This design comes from an exercise in tuning for a short achievable clock period and few clock cycles on the open sky130 flow, not from production work. Only simulation tests tie the RTL to the original design; equivalence was not proved. No activity file was given, so power comes from the tool's default toggle rates.

## flow/design.v

```verilog
module plio_dec (
    input  wire        clk,
    input  wire        rst,
    input  wire        go,
    input  wire        strict,
    input  wire [15:0] win_start,
    input  wire [15:0] win_count,
    input  wire [15:0] src_len,
    input  wire [15:0] dst_len,
    output reg         lm_re,
    output reg  [15:0] lm_addr,
    input  wire [15:0] lm_rdata,
    output reg         pm_we,
    output reg  [15:0] pm_addr,
    output reg  [31:0] pm_wdata,
    output reg         busy,
    output reg         done,
    output reg  [15:0] result,
    output reg  [3:0]  fcode,
    output reg  [31:0] finfo
);
    localparam [3:0] F_NONE       = 4'd0;
    localparam [3:0] F_SRC_BOUNDS = 4'd2;
    localparam [3:0] F_DST_BOUNDS = 4'd3;
    localparam [3:0] F_BAD_HEADER = 4'd7;
    localparam [3:0] F_BAD_OPCODE = 4'd8;
    localparam [3:0] F_TRUNCATED  = 4'd9;
    localparam [1:0] M_ZERO = 2'd0;    
    localparam [1:0] M_HIGH = 2'd1;    
    localparam [1:0] M_PNL  = 2'd2;    
    localparam QD = 8;                 
    localparam QW = 3;                 
    reg        c_strict;
    reg [15:0] c_start;
    reg [15:0] c_count;
    reg [15:0] c_slen;
    reg [15:0] c_dlen;
    reg [15:0] c_cm1;       
    reg [7:1]  seq;
    reg [15:0] h_ver;
    reg [15:0] h_lo;
    reg        legacy;
    reg        f_sl2, f_sl3, f_sl4;    
    reg        f_dst;                  
    reg        f_ver0;                 
    reg        f_lgt;                  
    reg        f_lds;                  
    reg        f_hl7n;                 
    reg        h_lo_neg;               
    reg        h_lo_z15;               
    reg        f_cmp0;                 
    reg        f_cmp1;                 
    reg        f_lo_le6;               
    reg signed [17:0] P0;   
    reg signed [17:0] P1;   
    reg signed [17:0] slm1;  
    reg signed [17:0] slm2;  
    reg signed [17:0] dsp2;  
    reg        hv_chk;
    reg        hv_bad;
    reg [3:0]  hv_fc;
    reg [17:0] hv_fi;
    reg        strm;        
    reg        fstop;       
    reg        sre;         
    reg [15:0] nxt;         
    reg        v1;          
    reg        vB;
    reg [15:0] wB;
    reg        p_run;       
    reg        p_one;       
    reg        p_hch;       
    reg        p_sh;        
    reg        p_hn;        
    reg        p_pn;        
    reg        p_dnz;       
    reg [11:0] p_dm;        
    reg [11:0] p_in;        
    reg signed [17:0] ipB;   
    reg signed [17:0] ipB1;  
    reg signed [19:0] R;     
    reg signed [19:0] R1;    
    reg signed [17:0] S;     
    reg signed [17:0] S1;    
    reg        active;
    reg        sh_pend;
    reg [11:0] sh_d;
    reg signed [17:0] A;
    reg signed [17:0] B;
    reg signed [31:0] high;
    reg        t_ok;        
    reg [3:0]  t_fc;
    reg [17:0] t_fi;
    reg        q_pix  [0:QD-1];
    reg        q_term [0:QD-1];
    reg [15:0] q_ls   [0:QD-1];
    reg [1:0]  q_md   [0:QD-1];
    reg [31:0] q_val  [0:QD-1];
    reg [QW-1:0] q_wp;
    reg [QW-1:0] q_rp;
    reg [QW:0]   q_cnt;
    reg          pv_valid;    
    reg [QW-1:0] pv_slot;     
    reg          w_live;      
    reg        w_valid;
    reg        w_pix;
    reg        w_term;
    reg [15:0] w_cur;
    reg [15:0] w_last;
    reg [1:0]  w_md;
    reg [31:0] w_val;
    reg        fin_pend;
    wire [3:0]  opc  = wB[15:12];
    wire [11:0] dd   = wB[11:0];
    wire [3:0]  r_opc = lm_rdata[15:12];
    wire [11:0] r_d   = lm_rdata[11:0];
    wire        r_run = (r_opc == 4'd0) || (r_opc == 4'd4) || (r_opc == 4'd5);
    wire c_end  = R[19] || !B[17];        
    wire c_oob  = ipB[17] || S[17];       
    wire c_f9   = c_strict && R1[19];     
    wire c_f2   = S1[17];                 
    wire c_go   = vB && active;
    wire c_inst = c_go && !sh_pend;
    wire c_run  = p_run;
    wire c_hch  = p_hch;
    wire c_one  = p_one;
    wire c_dnz  = p_dnz;
    wire signed [31:0] d32 = {20'd0, dd};
    wire [12:0] hl_add = {1'b0, high[11:0]} + {1'b0, dd};
    wire [12:0] hl_sub = {1'b0, high[11:0]} - {1'b0, dd};
    wire [19:0] hh_inc = high[31:12] + 20'd1;
    wire [19:0] hh_dec = high[31:12] - 20'd1;
    wire signed [31:0] high_inc = {hl_add[12] ? hh_inc : high[31:12], hl_add[11:0]};
    wire signed [31:0] high_dec = {hl_sub[12] ? hh_dec : high[31:12], hl_sub[11:0]};
    wire signed [31:0] high_new = opc[0] ? high_dec : high_inc;
    wire [11:0] dm18  = p_dm;
    wire [11:0] inc18 = p_in;
    function [17:0] add12;
        input [17:0] x;
        input [11:0] y;
        reg   [12:0] lo;
        begin
            lo    = {1'b0, x[11:0]} + {1'b0, y};
            add12 = {lo[12] ? x[17:12] + 6'd1 : x[17:12], lo[11:0]};
        end
    endfunction
    wire signed [17:0] A2 = add12(A, dm18);   
    wire signed [17:0] B2 = add12(B, dm18);
    wire A2n = A2[17];
    wire Bn  = B[17];
    wire B2n = B2[17];
    reg        e_push;
    reg        e_pix;
    reg        e_term;
    reg        e_ok;
    reg [3:0]  e_fc;
    reg [17:0] e_fi;
    reg [15:0] e_ls;
    reg [1:0]  e_md;
    always @(*) begin
        e_push = 1'b0;
        e_pix  = 1'b0;
        e_term = 1'b0;
        e_ok   = 1'b0;
        e_fc   = F_NONE;
        e_fi   = ipB;
        e_ls   = B2n ? A2[15:0] : c_cm1;
        e_md   = p_hn ? M_HIGH : M_ZERO;
        if (p_pn && B2n)
            e_md = M_PNL;
        if (c_one)
            e_md = M_HIGH;
        if (c_inst) begin
            if (c_end) begin
                e_push = 1'b1;
                e_pix  = Bn;
                e_term = 1'b1;
                e_ok   = 1'b1;
                e_fi   = 18'd0;
                e_ls   = c_cm1;
                e_md   = M_ZERO;
            end else if (c_oob) begin
                e_push = 1'b1;
                e_term = 1'b1;
                e_fc   = F_SRC_BOUNDS;
            end else if (p_sh) begin
                if (c_f9) begin
                    e_push = 1'b1;
                    e_term = 1'b1;
                    e_fc   = F_TRUNCATED;
                end else if (c_f2) begin
                    e_push = 1'b1;
                    e_term = 1'b1;
                    e_fc   = F_SRC_BOUNDS;
                    e_fi   = ipB1;
                end
            end else if (c_run) begin
                e_push = c_dnz && !A2n && Bn;
                e_pix  = 1'b1;
            end else if (c_one) begin
                e_push = !A2n && Bn;
                e_pix  = 1'b1;
            end else if (opc[3] && c_strict) begin
                e_push = 1'b1;
                e_term = 1'b1;
                e_fc   = F_BAD_OPCODE;
            end
        end
    end
    wire signed [17:0] ds_w = legacy ? 18'sd3 : {{2{wB[15]}}, wB};
    wire hi_neg  = wB[15];
    wire hi_zero = (wB == 16'd0);
    wire hi_one  = (wB == 16'd1);
    wire hi_ge2  = !wB[15] && (wB[14:1] != 14'd0);
    wire L_le0   = !legacy && (hi_neg || (hi_zero && h_lo_neg) ||
                               (((hi_zero && !h_lo_neg) || (hi_one && h_lo_neg)) && h_lo_z15));
    wire L_gt_sl = legacy ? f_lgt : (hi_ge2 || (hi_one && f_cmp1) || (hi_zero && f_cmp0));
    wire ds_gt_L = legacy ? f_lds : (hi_zero && f_lo_le6);    
    wire [17:0] hfi = legacy ? 18'd2 : 18'd3;
    reg        hv_bad_c;
    reg [3:0]  hv_fc_c;
    reg [17:0] hv_fi_c;
    always @(*) begin
        hv_bad_c = 1'b1;
        hv_fc_c  = F_NONE;
        hv_fi_c  = 18'd0;
        if (f_sl2) begin
            hv_fc_c = F_SRC_BOUNDS; hv_fi_c = 18'd2;
        end else if (!legacy && f_sl3) begin
            hv_fc_c = F_SRC_BOUNDS; hv_fi_c = 18'd3;
        end else if (!legacy && f_sl4) begin
            hv_fc_c = F_SRC_BOUNDS; hv_fi_c = 18'd4;
        end else if (c_strict && f_ver0) begin
            hv_fc_c = F_BAD_HEADER; hv_fi_c = 18'd2;
        end else if (c_strict && !legacy && f_hl7n) begin
            hv_fc_c = F_BAD_HEADER; hv_fi_c = 18'd1;
        end else if (c_strict && !legacy && h_lo_neg) begin
            hv_fc_c = F_BAD_HEADER; hv_fi_c = 18'd3;
        end else if (c_strict && !legacy && hi_neg) begin
            hv_fc_c = F_BAD_HEADER; hv_fi_c = 18'd4;
        end else if (L_le0) begin
            hv_fc_c = F_NONE;
        end else if (c_strict && L_gt_sl) begin
            hv_fc_c = F_BAD_HEADER; hv_fi_c = hfi;
        end else if (c_strict && ds_gt_L) begin
            hv_fc_c = F_BAD_HEADER; hv_fi_c = hfi;
        end else if (f_dst) begin
            hv_fc_c = F_DST_BOUNDS; hv_fi_c = {2'd0, c_dlen};
        end else begin
            hv_bad_c = 1'b0;
        end
    end
    wire hv_kill = hv_chk && hv_bad;
    wire start     = !busy && go;
    wire w_is_last = (w_cur == w_last);
    wire w_free    = !w_valid || (w_pix && w_is_last && !w_term);
    wire q_empty   = (q_cnt == 0);
    wire q_pop     = busy && w_free && !q_empty;
    wire byp       = busy && w_free && q_empty && e_push;
    wire q_push    = e_push && !byp;
    wire fetch_ok = strm && !fstop && (q_cnt < 4);
    wire bw       = busy && !w_valid && q_empty && e_push && e_pix && !c_one && !p_pn;
    wire bw_last  = (w_cur == e_ls);
    wire w_write  = busy && ((w_valid && w_pix) || bw) && !hv_kill;
    wire fin_zero = seq[1] && (c_count == 16'd0);
    wire fin_now  = busy && (fin_pend || (w_valid && !w_pix) || hv_kill || fin_zero);
    function [19:0] rsat;
        input [15:0] hi;
        input [17:0] p;
        begin
            if (!hi[15] && hi[14:3] != 12'd0)
                rsat = 20'h7ffff;
            else if (hi[15] && hi[14:3] != 12'hfff)
                rsat = 20'h80000;
            else
                rsat = {hi[4:0], 15'd0} + {{2{p[17]}}, p};
        end
    endfunction
    always @(posedge clk) begin
        if (rst) begin
            busy  <= 1'b0;
            done  <= 1'b0;
            pm_we <= 1'b0;
        end else begin
            done  <= fin_now;
            busy  <= start || (busy && !fin_now);
            pm_we <= w_write;
        end
    end
    always @(posedge clk) begin
        seq   <= {seq[6:1], 1'b0};
        lm_re   <= 1'b0;
        sre     <= 1'b0;
        lm_addr <= nxt;      
        if (!busy) begin
            c_strict <= strict;
            c_start  <= win_start;
            c_count  <= win_count;
            c_slen   <= src_len;
            c_dlen   <= dst_len;
        end
        if (seq[1]) begin
            lm_re   <= 1'b1;
            lm_addr <= 16'd3;
            c_cm1   <= c_count - 16'd1;
            A       <= -$signed({2'b00, c_start});
            slm1    <= {2'b00, c_slen} - 18'd1;
            slm2    <= {2'b00, c_slen} - 18'd2;
            high    <= 32'sd1;
            sh_pend <= 1'b0;
            q_wp    <= 0;
            q_rp    <= 0;
            w_cur   <= 16'd0;
            f_sl2   <= (c_slen <= 16'd2);
            f_sl3   <= (c_slen <= 16'd3);
            f_sl4   <= (c_slen <= 16'd4);
            f_dst   <= (c_dlen < c_count);
        end
        if (seq[2]) begin
            B       <= A - $signed({2'b00, c_count});
            lm_re   <= 1'b1;
            lm_addr <= 16'd4;
            h_ver   <= wB;
            legacy  <= $signed(wB) > 0;
            f_ver0  <= (wB == 16'd0);
            f_lgt   <= (wB > c_slen);
            f_lds   <= (wB < 16'd3);
        end
        if (seq[3]) begin
            f_hl7n  <= (wB != 16'd7);
            strm    <= 1'b1;
            sre     <= 1'b1;
            lm_re   <= 1'b1;
            lm_addr <= ds_w[15:0];
            nxt     <= ds_w[15:0] + 16'd1;
        end
        if (seq[4]) begin
            h_lo     <= wB;
            h_lo_neg <= wB[15];
            h_lo_z15 <= (wB[14:0] == 15'd0);
            f_cmp0   <= (wB > c_slen);
            f_cmp1   <= ({1'b1, wB[14:0]} > c_slen);
            f_lo_le6 <= (wB <= 16'd6);
            P0   <= $signed({{2{wB[15]}}, wB}) - ipB1;
            P1   <= $signed({{2{wB[15]}}, wB}) - dsp2;
            S    <= slm1 - ipB;
            S1   <= slm2 - ipB;
        end
        if (seq[5]) begin
            hv_bad <= hv_bad_c;
            hv_fc  <= hv_fc_c;
            hv_fi  <= hv_fi_c;
            if (legacy) begin
                R  <= {{4{h_ver[15]}}, h_ver} - 20'sd4;
                R1 <= {{4{h_ver[15]}}, h_ver} - 20'sd5;
            end else begin
                R  <= rsat(wB, P0);
                R1 <= rsat(wB, P1);
            end
            active <= 1'b1;
        end
        hv_chk <= seq[5];
        if (fetch_ok) begin
            lm_re   <= 1'b1;
            sre     <= 1'b1;
            nxt     <= nxt + 16'd1;
        end
        v1 <= sre;
        wB <= lm_rdata;
        vB <= v1;
        p_run <= r_run;
        p_one <= (r_opc[3:1] == 3'b011);
        p_hch <= (r_opc[3:1] == 3'b001) || (r_opc[3:1] == 3'b011);
        p_sh  <= (r_opc == 4'd1);
        p_hn  <= (r_opc == 4'd4);
        p_pn  <= (r_opc == 4'd5);
        p_dnz <= (r_d != 12'd0);
        p_dm  <= (r_run && r_d != 12'd0) ? r_d - 12'd1 : 12'd0;
        p_in  <= r_run ? r_d : 12'd1;
        if (seq[3]) begin
            ipB  <= ds_w;
            ipB1 <= ds_w + 18'sd1;
            dsp2 <= ds_w + 18'sd2;
        end else if (vB) begin
            ipB  <= ipB1;
            ipB1 <= ipB1 + 18'sd1;
        end
        if (vB) begin
            R  <= R1;
            R1 <= R1 - 20'sd1;
            S  <= S1;
            S1 <= S1 - 18'sd1;
        end
        if (c_go && sh_pend) begin
            high    <= {{4{wB[15]}}, wB, sh_d};
            sh_pend <= 1'b0;
        end
        if (c_inst && p_sh) begin
            sh_pend <= 1'b1;
            sh_d    <= dd;
        end
        if (c_inst && c_hch)
            high <= high_new;
        if (c_inst && (c_run || c_one)) begin
            A <= add12(A, inc18);
            B <= add12(B, inc18);
        end
        if (e_push && e_term) begin
            active <= 1'b0;
            fstop  <= 1'b1;
            t_ok   <= e_ok;
            t_fc   <= e_fc;
            t_fi   <= e_fi;
        end
        q_pix[q_wp]  <= e_pix;
        q_term[q_wp] <= e_term;
        q_ls[q_wp]   <= e_ls;
        q_md[q_wp]   <= e_md;
        if (pv_valid)
            q_val[pv_slot] <= high;
        pv_valid <= q_push;
        pv_slot  <= q_wp;
        if (q_push)
            q_wp <= q_wp + 1'b1;
        if (q_pop)
            q_rp <= q_rp + 1'b1;
        if (e_push)
            q_cnt <= (busy && w_free) ? q_cnt : q_cnt + 1'b1;
        else if (q_pop)
            q_cnt <= q_cnt - 1'b1;
        pm_addr  <= w_cur;
        if (w_valid)
            pm_wdata <= (w_md == M_HIGH || (w_md == M_PNL && w_is_last)) ?
                        (w_live ? high : w_val) : 32'd0;
        else
            pm_wdata <= (p_hn && !c_end) ? high : 32'd0;
        if (w_write) begin
            w_cur    <= w_cur + 16'd1;
            if (w_valid ? (w_is_last && w_term) : (bw_last && e_term))
                fin_pend <= 1'b1;
        end
        if (w_live) begin
            w_val  <= high;
            w_live <= 1'b0;
        end
        if (w_free) begin
            w_valid <= !q_empty || (e_push && !(bw && bw_last));
            w_live  <= q_empty;
            if (q_empty) begin
                w_pix  <= e_pix;
                w_term <= e_term;
                w_last <= e_ls;
                w_md   <= e_md;
            end else begin
                w_pix  <= q_pix[q_rp];
                w_term <= q_term[q_rp];
                w_last <= q_ls[q_rp];
                w_md   <= q_md[q_rp];
                w_val  <= (pv_valid && q_rp == pv_slot) ? high : q_val[q_rp];
            end
        end else if (busy && w_valid && w_is_last)
            w_valid <= 1'b0;
        result <= 16'd0;
        fcode  <= F_NONE;
        finfo  <= 32'd0;
        if (fin_now) begin
            fin_pend <= 1'b0;
            if (hv_kill || fin_zero) begin
                result <= 16'd0;
                fcode  <= hv_kill ? hv_fc : F_NONE;
                finfo  <= hv_kill ? {{14{hv_fi[17]}}, hv_fi} : 32'd0;
            end else begin
                result <= t_ok ? c_count : 16'd0;
                fcode  <= t_fc;
                finfo  <= {{14{t_fi[17]}}, t_fi};
            end
            strm    <= 1'b0;
            fstop   <= 1'b1;
            active  <= 1'b0;
            w_valid <= 1'b0;
            lm_re   <= 1'b1;
            lm_addr <= 16'd2;
        end
        seq[1] <= start;
        if (!busy || rst) begin
            seq[7:2] <= 6'd0;
            lm_re    <= 1'b1;
            lm_addr  <= go ? 16'd1 : 16'd2;
            strm     <= 1'b0;
            fstop    <= 1'b0;
            active   <= 1'b0;
            hv_chk   <= 1'b0;
            q_cnt    <= 0;
            w_valid  <= 1'b0;
            fin_pend <= 1'b0;
        end
    end
endmodule
```

## flow/flow/run.sh

```bash
#!/bin/bash
# The standard ORFS layout (the standard.sh) with three changes:
#  - ports are buffered with buf_4 rather than the smallest buffer (a delay
#    cell), so the port buffers do not add delay to the I/O paths;
#  - the resizer may change a cell's footprint (MATCH_CELL_FOOTPRINT 0);
#  - timing repair (after floorplan, CTS and global routing) aims for 9 ns
#    of setup slack, so that the design runs faster than the 12 ns clock.
# The SDC, clock period and I/O constraints are the design's, unchanged.
# The make output goes to standard.log; ORFS keeps each step's log in orfs/logs.
set -euo pipefail
export BUFFER_PORTS_ARGS="-buffer_cell sky130_fd_sc_hd__buf_4"
bash standard.sh SETUP_SLACK_MARGIN=9.0 MATCH_CELL_FOOTPRINT=0 finish > standard.log 2>&1
```

## flow/standard.sh

```bash
#!/bin/bash
# synth_recipe.tcl (not shown) runs the flow's synth.tcl, then flattens the netlist and writes it again
# the make line also repeats each setting of config.mk as NAME=value (left out here)
make -C /OpenROAD-flow-scripts/flow DESIGN_CONFIG=/design/flow/config.mk WORK_HOME=/design/flow/orfs CLKGATE_MAP_FILE= SYNTH_SCRIPT=/design/flow/synth_recipe.tcl "${@:-finish}"
```

## flow/config.mk

```make
export PLATFORM = sky130hd
export DESIGN_NAME = plio_dec
export DESIGN_NICKNAME = plio_dec
export VERILOG_FILES = /design/flow/design.v
export SDC_FILE = /design/flow/constraint.sdc
export NUM_CORES = 4
export LEC_CHECK = 0
export ABC_CLOCK_PERIOD_IN_PS = 2500
export CAP_MARGIN = 20
export CORE_MARGIN = 2
export CORE_UTILIZATION = 65
export CTS_CLUSTER_DIAMETER = 60
export CTS_CLUSTER_SIZE = 20
export PLACE_DENSITY = 0.75
export SLEW_MARGIN = 20
```

## flow/constraint.sdc

```tcl
create_clock -name core_clock -period 12.0 [get_ports {clk}]
set_input_delay 2.4000 -clock core_clock [delete_from_list [all_inputs] [get_ports {clk}]]
set_output_delay 2.4000 -clock core_clock [all_outputs]
set_load 0.01 [all_outputs]
```

==> results of run 1 <==
[flip-flops by register name, indices dropped and copies added (netlist names), 20 cells and up, named ones only]
register and count:
q_ls 128, pm_wdata 32, high 32, q_val 256
R1 20, w_val 32
[worst max path at each step]
stage,startpoint,end,slack [ns],cells after the start
after floorplan,lm_rdata[5],p_dm[10],8.03,7
after global placement,lm_rdata[5],p_dm[8],7.73,7
after detailed placement,lm_rdata[5],p_dm[5],7.73,7
after CTS,finfo[30],finfo[21],8.32,1
after global routing,finfo[30],finfo[17],8.31,1
final,A[0],fin_pend,8.32,15
[per-stage QoR]
| step | setup slack, ns | util [%] | cell area, µm² | power [mW] | instances |
|---|---|---|---|---|---|
| 2_1_floorplan | 8.03 | - | 50500 | 4.76 | 3904 |
| 3_3_place_gp | 7.73 | 69.8 | 53200 | 4.98 | 5032 |
| 3_5_place_dp | 7.73 | 69.9 | 53200 | 5.00 | 5032 |
| 4_1_cts | 8.32 | 75.9 | 57800 | 7.71 | 5287 |
| 5_1_grt | 8.31 | 77.7 | 59200 | 8.02 | 5348 |
| 6_report | 8.32 | 77.7 | 59200 | 7.79 | 5348 |
[layout make-up]
class	instances	area, µm²	share of cell area [%]
Clock buffer	103	2090	3.52
Clock inverter	38	457	0.771
Inverter	196	757	1.28
Multi-Input combinational cell	2477	20400	34.4
Sequential cell	1068	30100	50.9
Tap cell	1030	1290	2.18
Timing Repair Buffer	436	4140	7.00
[placed cells by master (no fill, tap or decap), types with 36 or more instances in the layout]
master       n
a21o_1      61
a21oi_1    135
a22o_1      70
and2_1      40
and3_1      50
buf_4      261
buf_6      154
clkbuf_16   84
dfxtp_1     93
dfxtp_2    101
edfxtp_1   856
ha_1       213
inv_1      184
mux2i_1     64
mux4_2     104
nand2_1    257
nand2b_1    36
nand3_1     79
nor2_1     221
nor3_1      73
nor4_1      36
o21ai_0    137
xnor2_1    194
xor2_1     107
[kinds of logic (layout without fill, tap and decap cells)]
logic type / count (synthesis) / after routing / share of synthesized area (%)
xor gates and xnor gates: 304 / 304 / 5.30
adders and majority gates: 242 / 242 / 6.19
DFF: 1068 / 1068 / 59.6
buffers and inverters: 365 / 773 / 2.85
and+or+nand+nor: 1016 / 1020 / 9.96
AOI/OAI and AO/OA: 725 / 727 / 9.78
muxes: 184 / 184 / 6.29
[power by group through the flow]
| stage | Clock [mW] | Sequential [mW] | Combinational [mW] |
|---|---|---|---|
| 6_report | 2.70 | 4.22 | 0.868 |
| 5_1_grt | 2.86 | 4.23 | 0.934 |
| 4_1_cts | 2.73 | 4.21 | 0.775 |
| 3_5_place_dp | 0 | 4.30 | 0.693 |
| 3_3_place_gp | 0 | 4.30 | 0.679 |
| 2_1_floorplan | 0 | 4.25 | 0.503 |
[metal layers]
layer | up-vias | track usage (%) | wire, µm
li1 | 15300 | - | -
met1 | 16800 | 47.5 | 53700
met2 | 1795 | 50.8 | 61100
met3 | 323 | 5.18 | 12900
met4 | 0 | 10.9 | 5040
met5 | - | 0 | 0
[repair_timing]
item                       in CTS  in global routing
pin swaps                      55                108
buffers inserted              105                 59
setup endpoints to repair     463                421
resized for setup             355                219
cloned                          9                  2
==> impl_metrics.yaml, run 1 <==
critical_path:
  end_kind: "flip-flop"
  path_cells: "ha_2 > inv_2 > fa_2 > nor2b_1 > o31a_1 > o2111a_2 > nor2_4 > buf_6 > buf_4 > xnor2_2 > xnor2_1 > and3b_2 > o32ai_1 > or4_4 > a211oi_2"
  critPathSlowestCell: "or4_4"
  cp-start-kind: "flip-flop"
  path_buf_inv: 3
  r2r_cells: 15
  r2r_start: "A[0]"
  cp_max_fo: 3
  critPathKind: "reg -> reg"
  reg2reg_to: "fin_pend"
  cp.arrival_ns: 4.24
  r2r_slack_ns: 8.32
  cp.required_ns: 12.57
  cpLargestDelayFamily: "simple AND/OR/NAND/NOR gates"
  max_stage_delay_ns: 0.54
cells_and_area:
  antenna_cells: 0
  final_layout_size_suffix_gt1_share_pct: 25.2
  layout.nets: 4580
  fillerInstances: 4551
  area_growth_pct: 17.9
placed_design:
  gp_congestion: 0.934
  numPortBuffers: 203
  dp_hpwl_um: 83300
floorplan:
  die_h_um: 282
  die-area_um2: 79500
  die_x_um: 282
  ios: 204
  start_util_pct: 65.9
  placementRows: 101
  coreArea_um2: 76200
clock_network:
  path_clk_slew_ns: 0.08
  clock_latency_ns: 0.66
  cts_root_buf: "clkbuf_16"
  numClockSinks: 1068
  cts_tree: "yes"
  cts_buffers: 76
  htreeDepth: 3
  ctsHoldBuffers: 0
  clock_path_buffers: 3
timing:
  relSlewSlack_pct: 31.2
  fmax_mhz: 272
  fin_crit_sh_pct: 30.6
  rsz0062_at_grt: "true"
  clock_skew_ns: 0.0317
  min_period_ns: 3.68
  hold_viol_final: 0
  setup_violations: 0
  tightestPinTransition_ns: 1.03
  hold_slack_ns: 0.330
  slew_viol_final: 0
  fin_setup_tns_ns: 0
outcome:
  status: "no timing/DRC/antenna violations"
power_and_ir_drop:
  switching_power_mw: 1.94
  powerDensity_nw_per_um2: 131
  seq_power_share_pct: 54.2
  p_leak_nw: 21.9
  p_clk_share_pct: 34.7
  switching_share_pct: 24.9
  p_int_mw: 5.85
  combPwrFrac_pct: 11.2
  ir_drop_v: 0.000128
job:
  cap_violations: 0
synth:
  yosysTopAreaCell: "edfxtp_1"
  synth_top_area_share_pct: 51.2
  async_reset_ff_share_pct: 0
  syn_avg_cell_area_um2: 12.9
  synth_nets: 4229
  ys_types: 94
  ys_top_cells_by_area: "edfxtp_1 (51%), dfxtp_1 (8.4%), ha_1 (5.7%)"
  seq_area_frac_synth_pct: 59.6
  synth_enable_flop_cells: 856
  yosysMostFrequentCell: "edfxtp_1"
  synth_flop_cell: "edfxtp_1"
  ys_ff_latch: 1068
  ys_warn_count: 1
  synthCells: 3904
  yosys-top-cells-count: "edfxtp_1 (856), nand2_1 (260), nor2_1 (247), ha_1 (230), dfxtp_1 (212)"
  syn_area_um2: 50200
detailed_routing:
  via_count: 34200
  drt-pass1-iter-count: 6
  vias_per_cell: 6.40
  post_drt_wl_per_cell_um: 24.8
  drcViolationCount: 0
  wl_um: 133000
  postRouteAntennaNets: 0
  drtIter0Drc: 4210
grt:
  grt_overflow_total: 0
  grt_pass1_wl_um: 195000
  grt_max_degree: 83
  antenna_found_initial: 1
  grt_pass1_vias: 32300
  track_usage_pct: 32.7
hold_path:
  hold_depth: 0
  min_path_type: "reg -> reg"
  worstHoldStart: "v1"
  min_to: "vB"
Testbench counts, summed over its fixed seeds: cycles 301,470.
==> run 2, diff against run 1 <==
--- a/flow/config.mk
+++ b/flow/config.mk
@@ -11,4 +11,2 @@
 export CORE_UTILIZATION = 65
-export CTS_CLUSTER_DIAMETER = 60
-export CTS_CLUSTER_SIZE = 20
 export PLACE_DENSITY = 0.75
==> impl_metrics.yaml, run 2 <==
floorplan:
  coreArea_um2: 76200
  die_h_um: 282
  placementRows: 101
  die-area_um2: 79500
  start_util_pct: 65.9
  ios: 204
  die_x_um: 282
cells_and_area:
  multi_input_area_um2: 20300
  reg_top3: "q_val (256), q_ls (128)"
  antenna_cells: 0
  layout_commonest_cell: "edfxtp_1"
  fillerInstances: 4394
  largest_reg_flops: 256
  area_growth_pct: 19.9
  layout.nets: 4620
  seq_area_um2: 30100
  post-route-util_pct: 79.0
  top_register: "q_val"
  final_cell_mix: "edfxtp_1 (856), buf_4 (278), nand2_1 (257)"
  final_layout_size_suffix_gt1_share_pct: 25.8
job:
  cap_violations: 0
hold_path:
  hold_depth: 0
  min_path_type: "reg -> reg"
synth:
  yosysTopAreaCell: "edfxtp_1"
  synth_enable_flop_cells: 856
  ys_types: 94
  ys_ff_latch: 1068
  syn_area_um2: 50200
  syn_avg_cell_area_um2: 12.9
  yosysMostFrequentCell: "edfxtp_1"
  synthCells: 3904
  seq_area_frac_synth_pct: 59.6
  synth_nets: 4229
  ys_warn_count: 1
  yosys-top-cells-count: "edfxtp_1 (856), nand2_1 (260), nor2_1 (247), ha_1 (230), dfxtp_1 (212)"
  synth_flop_cell: "edfxtp_1"
  synth_top_area_share_pct: 51.2
  ys_top_cells_by_area: "edfxtp_1 (51%), dfxtp_1 (8.4%), ha_1 (5.7%)"
  async_reset_ff_share_pct: 0
timing:
  fin_crit_sh_pct: 30.6
  setup_violations: 0
  fin_setup_tns_ns: 0
  fmax_mhz: 273
  hold_viol_final: 0
  tightestPinTransition_ns: 1.05
  clock_skew_ns: 0.0427
  rsz0062_at_grt: "true"
  relSlewSlack_pct: 29.9
  timing.final.ws_setup_ns: 8.33
  slew_viol_final: 0
  min_period_ns: 3.67
  hold_slack_ns: 0.330
detailed_routing:
  wl_um: 136000
  drtIter0Drc: 4248
  via_count: 34600
  drcViolationCount: 0
  drt-pass1-iter-count: 8
  vias_per_cell: 6.39
  postRouteAntennaNets: 0
  post_drt_wl_per_cell_um: 25.1
grt:
  grt_overflow_total: 0
  antenna_found_initial: 1
  grt_pass1_wl_um: 199000
  track_usage_pct: 33.6
  grt_pass1_vias: 33100
  grt_max_degree: 83
clock_network:
  ctsHoldBuffers: 0
  cts_tree: "yes"
  cts_root_buf: "clkbuf_16"
  clock_latency_ns: 0.70
  clock_path_buffers: 3
  path_clk_slew_ns: 0.06
  numClockSinks: 1068
  cts_buffers: 105
  htreeDepth: 3
critical_path:
  cp-start-kind: "flip-flop"
  cp.required_ns: 9.60
  max_stage_delay_ns: 0.43
  cp_max_fo: 15
  cp.depth: 1
  critPathKind: "reg -> out"
  path_cells: "buf_4"
  critPathSlowestCell: "dfxtp_4"
  cpLargestDelayFamily: "flip-flops"
  path_buf_inv: 1
  r2r_cells: 14
  cp.arrival_ns: 1.27
  end_kind: "primary output"
power_and_ir_drop:
  total_power_mw: 8.46
  powerDensity_nw_per_um2: 140
  ir_drop_v: 0.000123
  p_leak_nw: 22.5
outcome:
  status: "no timing/DRC/antenna violations"
placed_design:
  pre_cts_ws_ns: 7.73
  dp_hpwl_um: 83300
  gp_congestion: 0.934
  numPortBuffers: 203
[run 2: cell count changes in the layout (fill, tap and decap cells not counted), sizes merged]
cell	previous run	this run
clkbuf	108	165
clkinv	6	27
inv	216	196
buf	431	440
bufinv	3	5
clkinvlp	9	8
nand2	263	264
nand3	83	84
[run 2: metal layers]
metal / up-vias / track usage [%] / part of all wire (%)
met5: - / 0 / 0.0037
met4: 2 / 12.2 / 3.7
met3: 325 / 5.20 / 9.5
met2: 1959 / 52.8 / 46
met1: 17000 / 48.0 / 40
li1: 15400 / - / -
[run 2: final cells by class]
class / instances / share of cell area [%]
flip-flops and latches: 1068 / 50.1
clock buffers: 160 / 5.21
inverters: 196 / 1.25
multi-input cells: 2479 / 33.7
well taps: 1030 / 2.14
repair buffers: 445 / 6.87
clock inverters: 40 / 0.746
[run 2: where the power goes]
group	total [mW]	internal [mW]	switching [mW]
clock	3.36	1.93	1.43
combinational	0.873	0.392	0.481
sequential	4.22	4.12	0.106
[run 2: path summary, 6_finish.rpt]
kind         slack [ns]   endpoint  startpoint
max                8.33  finfo[21]   finfo[30]
min                0.33         vB          v1
max reg2reg        8.42   fin_pend        A[0]
min reg2reg        0.33         vB          v1
[run 2: kinds of logic after synthesis]
family          synth area share [%]
mux                             6.29
xor+xnor                        5.30
simple gates                    9.96
buf+inv                         2.85
compound gates                  9.78
flops                           59.6
fa+ha+maj                       6.19
[run 2: per-stage QoR]
| step | area [µm²] | instances |
|---|---|---|
| global placement | 53200 | 5032 |
| global route | 60200 | 5418 |
| detailed placement | 53200 | 5032 |
| CTS | 58900 | 5351 |
| finish | 60200 | 5418 |
| floorplan | 50500 | 3904 |
[run 2: timing repair]
item,in CTS,in global routing
pin swaps,62,98
endpoints found under the setup margin,461,369
endpoints found under the hold margin,0,0
gates cloned,11,2
resized for setup,357,196
setup buffers,108,65
==> run 3, diff against run 2 <==
--- a/flow/flow/run.sh
+++ b/flow/flow/run.sh
@@ -2,3 +2,3 @@
 # The standard ORFS layout (the standard.sh) with three changes:
-#  - ports are buffered with buf_4 rather than the smallest buffer (a delay
+#  - ports are buffered with buf_2 rather than the smallest buffer (a delay
 #    cell), so the port buffers do not add delay to the I/O paths;
@@ -10,3 +10,3 @@
 set -euo pipefail
-export BUFFER_PORTS_ARGS="-buffer_cell sky130_fd_sc_hd__buf_4"
+export BUFFER_PORTS_ARGS="-buffer_cell sky130_fd_sc_hd__buf_2"
 bash standard.sh SETUP_SLACK_MARGIN=9.0 MATCH_CELL_FOOTPRINT=0 finish > standard.log 2>&1
==> impl_metrics.yaml, run 3 <==
outcome:
  status: "no timing/DRC/antenna violations"
timing:
  fin_setup_tns_ns: 0
  fin_crit_sh_pct: 30.3
  rsz0062_at_grt: "true"
  relSlewSlack_pct: 32.9
  slew_viol_final: 0
  hold_viol_final: 0
  hold_slack_ns: 0.334
  fmax_mhz: 275
  timing.final.ws_setup_ns: 8.36
  min_period_ns: 3.64
  setup_violations: 0
  clock_skew_ns: 0.0404
  tightestPinTransition_ns: 1.01
clock_network:
  numClockSinks: 1068
  htreeDepth: 3
  cts_root_buf: "clkbuf_16"
  cts_buffers: 104
  cts_tree: "yes"
  clock_latency_ns: 0.69
  clock_path_buffers: 3
  path_clk_slew_ns: 0.07
critical_path:
  end_kind: "flip-flop"
  cp_max_fo: 5
  cp-start-kind: "flip-flop"
  r2r_slack_ns: 8.36
  critPathKind: "reg -> reg"
  cp.arrival_ns: 4.23
  cp.required_ns: 12.59
  crit_start: "A[0]"
  r2r_start: "A[0]"
  r2r_cells: 15
  reg2reg_to: "q_cnt[3]"
floorplan:
  die_h_um: 282
  die_x_um: 282
  start_util_pct: 65.9
  ios: 204
  placementRows: 101
  die-area_um2: 79500
  coreArea_um2: 76200
power_and_ir_drop:
  powerDensity_nw_per_um2: 142
  p_leak_nw: 22.2
  ir_drop_v: 0.000145
  total_power_mw: 8.41
cells_and_area:
  final_layout_size_suffix_gt1_share_pct: 24.9
  area_growth_pct: 18.4
  antenna_cells: 0
  post-route-util_pct: 78.0
  top_register: "q_val"
  reg_top3: "q_val (256), q_ls (128)"
  largest_reg_flops: 256
  layout.nets: 4616
  layout_commonest_cell: "edfxtp_1"
  final_cell_mix: "edfxtp_1 (856), nand2_1 (251), ha_1 (216)"
  fillerInstances: 4423
synth:
  yosys-top-cells-count: "edfxtp_1 (856), nand2_1 (260), nor2_1 (247), ha_1 (230), dfxtp_1 (212)"
  async_reset_ff_share_pct: 0
  ys_top_cells_by_area: "edfxtp_1 (51%), dfxtp_1 (8.4%), ha_1 (5.7%)"
  syn_area_um2: 50200
  ys_ff_latch: 1068
  yosysTopAreaCell: "edfxtp_1"
  seq_area_frac_synth_pct: 59.6
  ys_warn_count: 1
  ys_types: 94
  synth_enable_flop_cells: 856
  syn_avg_cell_area_um2: 12.9
  synth_top_area_share_pct: 51.2
  synth_nets: 4229
  synth_flop_cell: "edfxtp_1"
  synthCells: 3904
  yosysMostFrequentCell: "edfxtp_1"
detailed_routing:
  wl_um: 134000
  postRouteAntennaNets: 0
  vias_per_cell: 6.36
  drtIter0Drc: 3765
  via_count: 34400
  drt-pass1-iter-count: 7
  post_drt_wl_per_cell_um: 24.8
  drcViolationCount: 0
grt:
  grt_overflow_total: 0
  antenna_found_initial: 1
  grt_pass1_vias: 32600
  grt_max_degree: 82
  track_usage_pct: 33.3
  grt_pass1_wl_um: 198000
hold_path:
  min_to: "v1"
  hold_depth: 0
  worstHoldStart: "sre"
  min_path_type: "reg -> reg"
placed_design:
  numPortBuffers: 203
  dp_hpwl_um: 81900
  pre_cts_ws_ns: 7.65
  gp_congestion: 0.927
job:
  cap_violations: 0
==> run 3: cell types whose count changed in the layout (fill, tap and decap cells not counted), moves of 9 or more <==
cell and change:
buf_2 +145, buf_4 -90, buf_6 -57, dfxtp_1 +46, dfxtp_2 -46, nor2_1 -11
nor2_2 +10, o21ai_0 -9, o21ai_1 +12
==> run 3: timing repair <==
item,in CTS,in global routing
gates cloned,8,1
pin swaps,65,86
resized for setup,219,246
setup buffers,97,78
hold buffers,0,0
endpoints found under the setup margin,414,351
==> run 3: stage by stage <==
stage / cells / cell area, µm²
6_report: 5413 / 59400
5_1_grt: 5413 / 59400
4_1_cts: 5334 / 57900
3_5_place_dp: 5031 / 52700
3_3_place_gp: 5030 / 52700
2_1_floorplan: 3904 / 50500
==> run 3: area by class of cell <==
class                           count  area, µm²  area share (%)
Multi-Input combinational cell   2478      20300            34.1
Inverter                          196        747            1.26
Sequential cell                  1068      30100            50.6
Clock inverter                     48        549           0.924
Timing Repair Buffer              443       3510            5.90
Tap cell                         1030       1290            2.17
Clock buffer                      150       3000            5.04
==> run 3: how the worst max path moves through the flow <==
stage	to	slack [ns]	cells after the start
2_1_floorplan	p_dm[10]	8.03	7
3_3_place_gp	p_dm[8]	7.71	7
3_5_place_dp	p_dm[11]	7.65	7
4_1_cts	finfo[22]	8.34	1
5_1_grt	q_cnt[3]	8.28	15
6_report	q_cnt[3]	8.36	15
==> run 3: power by group <==
group,leakage [nW],switching [mW],internal [mW]
logic,10.8,0.467,0.365
registers,9.74,0.107,4.12
clock network,1.73,1.45,1.91
==> run 3: logic make-up (layout without fill, tap and decap cells) <==
logic type	after synthesis	after routing	synth area share [%]
flops	1068	1068	59.6
simple gates	1016	1021	9.96
xor+xnor	304	304	5.30
buf+inv	365	837	2.85
compound gates	725	727	9.78
mux	184	184	6.29
fa+ha+maj	242	242	6.19
==> run 3: critical path: stages, from the launching register on <==
cell and delay, ns:
edfxtp_1 0.45, ha_2 0.23, inv_2 0.04, fa_2 0.34
nor2b_2 0.13, o31a_1 0.20, o2111a_2 0.26, nor2_4 0.07
or4_4 0.46, a31oi_4 0.24, ha_1 0.28, a21o_1 0.18
a21oi_2 0.15, xor2_1 0.09, or3_1 0.31, a21oi_1 0.12
==> run 3: per-layer routing <==
| metal | wire length (µm) | global-route usage [%] | part of all wire [%] | up-vias |
|---|---|---|---|---|
| li1 | - | - | - | 15400 |
| met2 | 62200 | 52.3 | 46 | 1898 |
| met5 | 0 | 0 | 0 | - |
| met1 | 54200 | 47.7 | 40 | 16900 |
| met3 | 13100 | 5.44 | 9.8 | 292 |
| met4 | 4890 | 11.3 | 3.6 | 0 |
==> run 4, diff against run 3 <==
--- a/flow/design.v
+++ b/flow/design.v
@@ -78,4 +78,4 @@
     reg [11:0] p_in;        
-    reg signed [17:0] ipB;   
-    reg signed [17:0] ipB1;  
+    reg signed [31:0] ipB;   
+    reg signed [31:0] ipB1;  
     reg signed [19:0] R;     
@@ -92,3 +92,3 @@
     reg [3:0]  t_fc;
-    reg [17:0] t_fi;
+    reg [31:0] t_fi;
     reg        q_pix  [0:QD-1];
@@ -118,3 +118,3 @@
     wire c_end  = R[19] || !B[17];        
-    wire c_oob  = ipB[17] || S[17];       
+    wire c_oob  = ipB[31] || S[17];       
     wire c_f9   = c_strict && R1[19];     
@@ -156,3 +156,3 @@
     reg [3:0]  e_fc;
-    reg [17:0] e_fi;
+    reg [31:0] e_fi;
     reg [15:0] e_ls;
@@ -178,3 +178,3 @@
                 e_ok   = 1'b1;
-                e_fi   = 18'd0;
+                e_fi   = 32'd0;
                 e_ls   = c_cm1;
@@ -209,3 +209,3 @@
     end
-    wire signed [17:0] ds_w = legacy ? 18'sd3 : {{2{wB[15]}}, wB};
+    wire signed [31:0] ds_w = legacy ? 32'sd3 : {{16{wB[15]}}, wB};
     wire hi_neg  = wB[15];
@@ -343,6 +343,6 @@
             f_lo_le6 <= (wB <= 16'd6);
-            P0   <= $signed({{2{wB[15]}}, wB}) - ipB1;
+            P0   <= $signed({{2{wB[15]}}, wB}) - ipB1[17:0];
             P1   <= $signed({{2{wB[15]}}, wB}) - dsp2;
-            S    <= slm1 - ipB;
-            S1   <= slm2 - ipB;
+            S    <= slm1 - ipB[17:0];
+            S1   <= slm2 - ipB[17:0];
         end
@@ -381,7 +381,7 @@
             ipB  <= ds_w;
-            ipB1 <= ds_w + 18'sd1;
-            dsp2 <= ds_w + 18'sd2;
+            ipB1 <= ds_w + 32'sd1;
+            dsp2 <= ds_w[17:0] + 18'sd2;
         end else if (vB) begin
             ipB  <= ipB1;
-            ipB1 <= ipB1 + 18'sd1;
+            ipB1 <= ipB1 + 32'sd1;
         end
@@ -474,3 +474,3 @@
                 fcode  <= t_fc;
-                finfo  <= {{14{t_fi[17]}}, t_fi};
+                finfo  <= t_fi;
             end
==> impl_metrics.yaml, run 4 <==
cells_and_area:
  layout.nets: 4814
  final_layout_size_suffix_gt1_share_pct: 25.8
  post-route-util_pct: 78.0
  largest_reg_flops: 256
  fillerInstances: 4782
  layout_commonest_cell: "edfxtp_1"
  reg_top3: "q_val (256), q_ls (128)"
  area_growth_pct: 19.4
  top_register: "q_val"
  final_cell_mix: "edfxtp_1 (898), nor2_1 (257), nand2_1 (251)"
timing:
  fmax_mhz: 279
  slew_viol_final: 0
  clock_skew_ns: 0.0427
  relSlewSlack_pct: 24.9
  rsz0062_at_grt: "true"
  timing.final.ws_setup_ns: 8.41
  min_period_ns: 3.59
  setup_violations: 0
  tightestPinTransition_ns: 1.13
  hold_viol_final: 0
  fin_setup_tns_ns: 0
  fin_crit_sh_pct: 29.9
detailed_routing:
  vias_per_cell: 6.39
  drt-pass1-iter-count: 8
  drcViolationCount: 0
  postRouteAntennaNets: 0
  drtIter0Drc: 4097
  wl_um: 143000
  via_count: 36100
  post_drt_wl_per_cell_um: 25.2
hold_path:
  min_to: "vB"
  min_path_type: "reg -> reg"
  worstHoldStart: "v1"
  hold_depth: 0
critical_path:
  path_cells: "buf_6"
  critPathSlowestCell: "dfxtp_4"
  reg2reg_to: "q_cnt[3]"
  cp.required_ns: 9.60
  cpLargestDelayFamily: "flip-flops"
  cp.arrival_ns: 1.19
  critPathKind: "reg -> out"
  max_stage_delay_ns: 0.37
  r2r_slack_ns: 8.46
  cp_max_fo: 1
  path_buf_inv: 1
  end_kind: "primary output"
  cp-start-kind: "flip-flop"
  r2r_start: "A[0]"
  r2r_cells: 16
floorplan:
  placementRows: 104
  die_h_um: 288
  die_x_um: 288
  coreArea_um2: 80200
  start_util_pct: 65.3
  die-area_um2: 82800
  ios: 204
power_and_ir_drop:
  p_leak_nw: 23.3
  ir_drop_v: 0.000125
  total_power_mw: 8.91
  powerDensity_nw_per_um2: 143
synth:
  synth_nets: 4420
  synthCells: 4095
  syn_avg_cell_area_um2: 12.8
  ys_ff_latch: 1124
  yosysTopAreaCell: "edfxtp_1"
  yosysMostFrequentCell: "edfxtp_1"
  yosys-top-cells-count: "edfxtp_1 (898), nor2_1 (296), nand2_1 (274), ha_1 (230), dfxtp_1 (226)"
  syn_area_um2: 52400
  async_reset_ff_share_pct: 0
  synth_enable_flop_cells: 898
  ys_warn_count: 1
  ys_types: 84
  ys_top_cells_by_area: "edfxtp_1 (52%), dfxtp_1 (8.6%), ha_1 (5.5%)"
  synth_top_area_share_pct: 51.5
  seq_area_frac_synth_pct: 60.1
  synth_flop_cell: "edfxtp_1"
outcome:
  status: "no timing/DRC/antenna violations"
clock_network:
  ctsHoldBuffers: 0
  cts_buffers: 110
  cts_root_buf: "clkbuf_16"
  numClockSinks: 1124
  clock_path_buffers: 3
  path_clk_slew_ns: 0.06
  htreeDepth: 3
  clock_latency_ns: 0.70
  cts_tree: "yes"
placed_design:
  numPortBuffers: 203
  pre_cts_ws_ns: 8.02
  dp_hpwl_um: 88200
  gp_congestion: 0.919
grt:
  grt_max_degree: 82
  grt_pass1_vias: 34700
  track_usage_pct: 33.7
  antenna_found_initial: 15
  grt_pass1_wl_um: 210000
  grt_overflow_total: 0
job:
  cap_violations: 0
run 4: worst max-delay path by stage:
stage,from,endpoint,cells after the start
after floorplan,lm_rdata[5],p_dm[5],6
after global placement,lm_rdata[13],p_dm[0],5
after detailed placement,lm_rdata[15],p_dm[0],5
after CTS,lm_addr[1],lm_addr[1],1
after global routing,A[0],q_cnt[3],16
final,lm_addr[1],lm_addr[1],1
run 4: power breakdown:
| group | leakage [nW] | switching (mW) | internal, mW |
|---|---|---|---|
| Sequential | 10.2 | 0.108 | 4.33 |
| Combinational | 11.1 | 0.492 | 0.370 |
| Clock | 1.86 | 1.55 | 2.07 |
| Total | 23.3 | 2.14 | 6.77 |
run 4: layout make-up:
cell class / count / area (µm²) / share of cell area, %
flip-flops and latches: 1124 / 31700 / 50.7
multi-input cells: 2612 / 21300 / 34.1
repair buffers: 436 / 3610 / 5.78
clock buffers: 134 / 2900 / 4.64
well taps: 1060 / 1330 / 2.12
clock inverters: 74 / 912 / 1.46
inverters: 205 / 791 / 1.26
diodes: 5 / 12.5 / 0.0200
run 4: kinds of logic (layout without fill, tap and decap cells):
kind of cell	count (synthesis)	count (layout)	synth area share, %
AO/OA/AOI/OAI	761	763	9.69
XOR/XNOR	328	328	5.49
adder cells (fa/ha/maj)	242	242	5.94
buffers and inverters	370	849	2.75
flip-flops	1124	1124	60.1
multiplexers	182	182	5.97
other	0	5	0
AND/OR/NAND/NOR	1088	1097	10.0
run 4: through the flow:
step	instance area (µm²)	hold slack (ns)	std cells
floorplan	52700	0.310	4095
global placement	54900	0.310	5252
detailed placement	54900	0.316	5252
CTS	61000	0.330	5569
global route	62500	0.331	5647
finish	62500	0.328	5650
run 4: routing by layer:
metal  share of wire (%)  wire length (µm)  global-route usage (%)
met5               0.028                40                       0
met2                  46             66100                    52.9
met4                 4.5              6430                    14.1
met3                 9.2             13100                    4.59
met1                  40             56900                    47.7
run 4: timing repair:
item | in CTS | in global routing
cloned | 16 | 1
buffers inserted | 93 | 75
endpoints found under the setup margin | 487 | 456
gates resized for setup | 357 | 243
pin swaps | 57 | 128
Testbench counts of run 4, summed over its fixed seeds: cycles 301,470.
==> run 5, diff against run 4 <==
--- a/flow/flow/run.sh
+++ b/flow/flow/run.sh
@@ -2,3 +2,3 @@
 # The standard ORFS layout (the standard.sh) with three changes:
-#  - ports are buffered with buf_2 rather than the smallest buffer (a delay
+#  - ports are buffered with buf_4 rather than the smallest buffer (a delay
 #    cell), so the port buffers do not add delay to the I/O paths;
@@ -10,3 +10,3 @@
 set -euo pipefail
-export BUFFER_PORTS_ARGS="-buffer_cell sky130_fd_sc_hd__buf_2"
+export BUFFER_PORTS_ARGS="-buffer_cell sky130_fd_sc_hd__buf_4"
 bash standard.sh SETUP_SLACK_MARGIN=9.0 MATCH_CELL_FOOTPRINT=0 finish > standard.log 2>&1
==> impl_metrics.yaml, run 5 <==
timing:
  fin_crit_sh_pct: 29.9
  hold_viol_final: 0
  slew_viol_final: 0
  fmax_mhz: 279
  relSlewSlack_pct: 28.7
  tightestPinTransition_ns: 1.07
  hold_slack_ns: 0.328
  setup_violations: 0
  clock_skew_ns: 0.0529
  timing.final.ws_setup_ns: 8.41
  fin_setup_tns_ns: 0
  min_period_ns: 3.59
  rsz0062_at_grt: "true"
clock_network:
  htreeDepth: 3
  numClockSinks: 1124
  cts_root_buf: "clkbuf_16"
  clock_path_buffers: 3
  cts_buffers: 113
  cts_tree: "yes"
  path_clk_slew_ns: 0.07
  clock_latency_ns: 0.70
cells_and_area:
  area_growth_pct: 21.5
  layout.nets: 4850
  layout_commonest_cell: "edfxtp_1"
  fin_area_um2: 63600
  final_cell_mix: "edfxtp_1 (898), buf_4 (282), nor2_1 (254)"
  fillerInstances: 4621
  largest_reg_flops: 256
  reg_top3: "q_val (256), q_ls (128)"
  top_register: "q_val"
  final_layout_size_suffix_gt1_share_pct: 27.5
critical_path:
  path_buf_inv: 1
  cp.required_ns: 9.60
  path_cells: "buf_6"
  reg2reg_to: "fin_pend"
  max_stage_delay_ns: 0.37
  cp-start-kind: "flip-flop"
  cp.arrival_ns: 1.19
  end_kind: "primary output"
  r2r_cells: 14
  r2r_start: "B[9]"
  cp_max_fo: 1
  critPathKind: "reg -> out"
  critPathSlowestCell: "dfxtp_4"
  cpLargestDelayFamily: "flip-flops"
  r2r_slack_ns: 8.54
placed_design:
  gp_congestion: 0.936
  numPortBuffers: 203
  dp_hpwl_um: 88600
  pre_cts_ws_ns: 8.09
  place_area_um2: 55400
hold_path:
  hold_depth: 0
  min_path_type: "reg -> reg"
  min_to: "v1"
  worstHoldStart: "sre"
grt:
  grt_pass1_wl_um: 211000
  grt_pass1_vias: 34800
  grt_overflow_total: 0
  grt_max_degree: 82
  antenna_found_initial: 15
  track_usage_pct: 33.8
detailed_routing:
  postRouteAntennaNets: 0
  via_count: 36200
  vias_per_cell: 6.37
  post_drt_wl_per_cell_um: 25.3
  wl_um: 144000
  drcViolationCount: 0
  drt-pass1-iter-count: 6
  drtIter0Drc: 3778
floorplan:
  start_util_pct: 65.3
  die_h_um: 288
  die-area_um2: 82800
  placementRows: 104
  die_x_um: 288
  ios: 204
  coreArea_um2: 80200
power_and_ir_drop:
  ir_drop_v: 0.000140
  p_clk_share_pct: 40.8
  combPwrFrac_pct: 9.8
  p_leak_nw: 23.7
  powerDensity_nw_per_um2: 141
  switching_power_mw: 2.14
  p_int_mw: 6.86
  seq_power_share_pct: 49.3
  switching_share_pct: 23.8
synth:
  ys_ff_latch: 1124
  yosysMostFrequentCell: "edfxtp_1"
  synth_enable_flop_cells: 898
  synthCells: 4095
  synth_nets: 4420
  async_reset_ff_share_pct: 0
  seq_area_frac_synth_pct: 60.1
  synth_top_area_share_pct: 51.5
  yosysTopAreaCell: "edfxtp_1"
  syn_avg_cell_area_um2: 12.8
  yosys-top-cells-count: "edfxtp_1 (898), nor2_1 (296), nand2_1 (274), ha_1 (230), dfxtp_1 (226)"
  syn_area_um2: 52400
  ys_types: 84
  synth_flop_cell: "edfxtp_1"
  ys_warn_count: 1
  ys_top_cells_by_area: "edfxtp_1 (52%), dfxtp_1 (8.6%), ha_1 (5.5%)"
job:
  cap_violations: 0
outcome:
  status: "no timing/DRC/antenna violations"
## run 5: cell count changes in the layout (fill, tap and decap cells not counted), sizes merged
cell / before / now
clkinvlp: 11 / 8
bufinv: 15 / 14
diode: 5 / 6
buf: 431 / 465
nand2: 278 / 277
clkinv: 49 / 42
clkbuf: 139 / 153
## run 5: routing by layer
layer,GRT usage [%],up-vias,share of wire (%)
met5,0,-,0.051
met4,14.1,10,4.4
met3,6.20,365,9.9
met2,52.9,1952,46
met1,47.2,17800,39
li1,-,16100,-
## run 5: worst max-delay path by stage
stage,from,end,slack (ns),cells past startpoint
finish,fcode[0],fcode[0],8.41,1
CTS,lm_addr[10],lm_addr[10],8.40,1
detailed placement,rst,w_valid,8.09,6
global route,fcode[0],fcode[0],8.41,1
floorplan,lm_rdata[5],p_dm[5],8.49,6
global placement,lm_rdata[5],p_dm[2],8.16,6
## run 5: final cells by class
class / instances / area [µm²] / share of cell area, %
Clock inverter: 63 / 798 / 1.25
Tap cell: 1060 / 1330 / 2.08
Clock buffer: 148 / 3110 / 4.89
Inverter: 205 / 786 / 1.23
Timing Repair Buffer: 470 / 4430 / 6.96
Multi-Input combinational cell: 2611 / 21500 / 33.7
Antenna cell: 6 / 15.0 / 0.0236
Sequential cell: 1124 / 31700 / 49.9
## run 5: cell families (layout without fill, tap and decap cells)
| family | count (synthesis) | after routing | share of synthesized area (%) |
|---|---|---|---|
| AND/OR/NAND/NOR | 1088 | 1096 | 10.0 |
| XOR/XNOR | 328 | 328 | 5.49 |
| adder cells (fa/ha/maj) | 242 | 242 | 5.94 |
| other | 0 | 6 | 0 |
| multiplexers | 182 | 182 | 5.97 |
| flip-flops | 1124 | 1124 | 60.1 |
| AO/OA/AOI/OAI | 761 | 763 | 9.69 |
| buffers and inverters | 370 | 886 | 2.75 |
## run 5: power groups by stage
stage	sequential (mW)	clock (mW)	combinational, mW
final	4.44	3.67	0.887
after global routing	4.45	3.85	0.955
after CTS	4.44	3.69	0.794
after detailed placement	4.53	0	0.705
after global placement	4.52	0	0.693
after floorplan	4.47	0	0.513
## run 5: repair_timing
item | 4_1_cts | 5_1_grt
hold endpoints to repair | 0 | 0
setup endpoints to repair | 479 | 466
buffers inserted | 120 | 82
cloned | 15 | 1
pin swaps | 101 | 132
hold buffers | 0 | 0
gates resized for setup | 446 | 280
## run 5: per-stage QoR
stage          std cells  utilization [%]  power [mW]
3_3_place_gp        5252             69.1        5.22
5_1_grt             5685             79.4        9.25
3_5_place_dp        5252             69.1        5.23
6_report            5687             79.4        9.00
2_1_floorplan       4095                -        4.99
4_1_cts             5598             77.3        8.92
==> run 6, diff against run 5 <==
==> flow/run.sh (new file) <==
#!/bin/bash
# synth_recipe.tcl (not shown) runs the flow's synth.tcl, then flattens the netlist and writes it again
# the make line also repeats each setting of config.mk as NAME=value (left out here)
make -C /OpenROAD-flow-scripts/flow DESIGN_CONFIG=/design/flow/config.mk WORK_HOME=/design/flow/orfs CLKGATE_MAP_FILE= SYNTH_SCRIPT=/design/flow/synth_recipe.tcl finish
--- a/flow/config.mk
+++ b/flow/config.mk
@@ -12,2 +12,3 @@
 export PLACE_DENSITY = 0.75
+export SETUP_SLACK_MARGIN = 5
 export SLEW_MARGIN = 20
removed: flow/flow/run.sh
removed: flow/standard.sh
==> impl_metrics.yaml, run 6 <==
outcome:
  status: "no timing/DRC/antenna violations"
synth:
  syn_avg_cell_area_um2: 12.8
  ys_warn_count: 1
  async_reset_ff_share_pct: 0
  synth_top_area_share_pct: 51.5
  ys_top_cells_by_area: "edfxtp_1 (52%), dfxtp_1 (8.6%), ha_1 (5.5%)"
  synthCells: 4095
  ys_types: 84
  yosys-top-cells-count: "edfxtp_1 (898), nor2_1 (296), nand2_1 (274), ha_1 (230), dfxtp_1 (226)"
  seq_area_frac_synth_pct: 60.1
  syn_area_um2: 52400
  synth_enable_flop_cells: 898
  yosysMostFrequentCell: "edfxtp_1"
  synth_nets: 4420
  synth_flop_cell: "edfxtp_1"
  ys_ff_latch: 1124
  yosysTopAreaCell: "edfxtp_1"
timing:
  hold_viol_final: 0
  fin_crit_sh_pct: 38.1
  fmax_mhz: 219
  setup_violations: 0
  clock_skew_ns: 0.0361
  min_period_ns: 4.57
  fin_setup_tns_ns: 0
  timing.final.ws_setup_ns: 7.43
  hold_slack_ns: 0.334
  relSlewSlack_pct: 27.3
  slew_viol_final: 0
  tightestPinTransition_ns: 1.08
  rsz0062_at_grt: "false"
power_and_ir_drop:
  combPwrFrac_pct: 8.3
  switching_power_mw: 2.06
  p_clk_share_pct: 40.8
  p_int_mw: 6.69
  seq_power_share_pct: 50.8
  powerDensity_nw_per_um2: 147
  ir_drop_v: 0.000127
  p_leak_nw: 21.7
  switching_share_pct: 23.5
critical_path:
  cp-start-kind: "flip-flop"
  r2r_start: "A[0]"
  cp_max_fo: 19
  end_kind: "flip-flop"
  reg2reg_to: "w_cur[13]"
  r2r_cells: 13
  critPathKind: "reg -> reg"
  cp.required_ns: 12.31
  r2r_slack_ns: 7.43
  cp.arrival_ns: 4.88
clock_network:
  cts_setup_buffers: 0
  clock_latency_ns: 0.70
  numClockSinks: 1124
  cts_tree: "yes"
  clock_path_buffers: 3
  ctsHoldBuffers: 0
  htreeDepth: 3
  cts_root_buf: "clkbuf_16"
  ctsResizeCount: 0
  cts_buffers: 112
  path_clk_slew_ns: 0.06
detailed_routing:
  via_count: 34100
  postRouteAntennaNets: 0
  drt-pass1-iter-count: 6
  post_drt_wl_per_cell_um: 24.1
  drcViolationCount: 0
  wl_um: 132000
  drtIter0Drc: 3543
  vias_per_cell: 6.24
placed_design:
  dp_hpwl_um: 89100
  pre_cts_ws_ns: 7.46
  numPortBuffers: 203
  placed_cells: 5256
  gp_congestion: 0.949
floorplan:
  die_x_um: 288
  coreArea_um2: 80200
  die-area_um2: 82800
  ios: 204
  start_util_pct: 65.3
  die_h_um: 288
  placementRows: 104
job:
  cap_violations: 0
grt:
  grt_max_degree: 69
  grt_overflow_total: 0
  grt_pass1_vias: 33000
  track_usage_pct: 32.0
  grt_pass1_wl_um: 199000
  antenna_found_initial: 9
cells_and_area:
  largest_reg_flops: 256
  layout.nets: 4635
  final_cell_mix: "edfxtp_1 (898), nor2_1 (285), nand2_1 (273)"
  final_layout_size_suffix_gt1_share_pct: 10.1
  post-route-util_pct: 74.3
  top_register: "q_val"
  fin_cells: 5474
  reg_top3: "q_val (256), q_ls (128)"
  area_growth_pct: 13.7
  layout_commonest_cell: "edfxtp_1"
hold_path:
  hold_depth: 0
  min_path_type: "reg -> reg"
  min_to: "v1"
  worstHoldStart: "sre"
run 6: cell types whose count changed in the layout (fill, tap and decap cells not counted), moves of 31 or more:
cell             previous run  this run
a21oi_2                    35         1
clkdlybuf4s50_1             0       203
a21oi_1                   148       189
buf_4                     282        63
dfxtp_1                    91       218
buf_6                     165         0
o21ai_0                   142       195
dfxtp_2                   107         4
nor2_1                    254       285
run 6: area by class of cell:
class	count	area, µm²
Sequential cell	1124	31500
Fill cell	5337	20600
Multi-Input combinational cell	2601	19600
Clock buffer	157	3190
Timing Repair Buffer	266	2500
Tap cell	1060	1330
Inverter	205	771
Clock inverter	56	634
Antenna cell	5	12.5
run 6: cells by family after synthesis:
logic type / after synthesis / synth area share [%]
xor+xnor: 328 / 5.49
mux: 182 / 5.97
simple gates: 1088 / 10.0
fa+ha+maj: 242 / 5.94
flops: 1124 / 60.1
compound gates: 761 / 9.69
buf+inv: 370 / 2.75
run 6: power by group through the flow:
stage	clock network (mW)	registers [mW]	logic, mW
floorplan	0	4.47	0.507
CTS	3.61	4.44	0.721
finish	3.57	4.45	0.727
detailed placement	0	4.53	0.714
global placement	0	4.52	0.700
global route	3.76	4.46	0.801
run 6: worst max-delay path by stage:
| stage | from | to | slack [ns] | cells after the start |
|---|---|---|---|---|
| 5_1_grt | A[0] | w_cur[15] | 7.12 | 13 |
| 2_1_floorplan | seq[2] | ipB1[30] | 7.55 | 18 |
| 4_1_cts | A[0] | w_cur[15] | 7.41 | 13 |
| 3_3_place_gp | A[0] | w_cur[2] | 7.49 | 13 |
| 3_5_place_dp | A[0] | w_cur[14] | 7.46 | 13 |
| 6_report | A[0] | w_cur[13] | 7.43 | 13 |
run 6: worst max-delay path, stage by stage, from the launching register on:
cell and delay (ns):
edfxtp_1 0.39, ha_1 0.20, inv_1 0.06, fa_1 0.40
nand2b_1 0.20, a21bo_2 0.23, a211oi_1 0.28, o21ai_1 0.13
a211oi_1 0.30, xnor2_1 0.18, a21oi_2 0.17, o21ai_0 0.19
nand3_1 0.61, nand2b_1 0.83
run 6: routing by layer:
layer  GRT usage, %  wire, µm
met5              0        34
met2           49.7     61000
met1           45.5     54600
met4           10.9      4300
met3           6.22     12100
run 6: metrics by stage:
step	total power, mW	instance area (µm²)
after global routing	9.02	59500
after detailed placement	5.24	55700
after global placement	5.22	55700
final	8.75	59500
after floorplan	4.98	52400
after CTS	8.77	59500

port drivers added, routing unchanged:
No port has a modelled driver above. Below, the same layouts with a new extraction and two added sets of constraints.
Step 1 sets driving cells, clkbuf_16 on the clock port and buf_2 on the other inputs (assumed; they add their load-dependent delay and slew).
Step 2 moves the port delays by t, midway between the first and last clock arrival at a register: inputs arrive t later, outputs are due t later. That takes back most of the time a late clock gives input paths.
a / b / c = ideal / step 1 / step 2; a / b = the first two.
run	t, ns	setup WS [ns]	clock arrival spread, ns	worst register clock-pin slew, ns	worst data-port slew with drivers (ns)
run 1	0.712	8.324 / 8.283 / 7.847	0.033 / 0.032	0.09 / 0.09	0.07
run 2	0.757	8.331 / 8.253 / 7.823	0.045 / 0.044	0.07 / 0.07	0.07
run 3	0.745	8.359 / 8.287 / 7.717	0.044 / 0.044	0.07 / 0.07	0.06
run 4	0.746	8.412 / 8.344 / 8.198	0.043 / 0.043	0.07 / 0.07	0.14
run 5	0.744	8.412 / 8.342 / 8.234	0.054 / 0.054	0.07 / 0.07	0.14
run 6	0.753	7.430 / 7.430 / 7.430	0.040 / 0.040	0.07 / 0.07	0.13
After both steps every run listed still meets setup and hold. For run 3, which loses most, drivers alone change the setup slack by -0.072 ns; drivers and shift together by -0.642 ns.
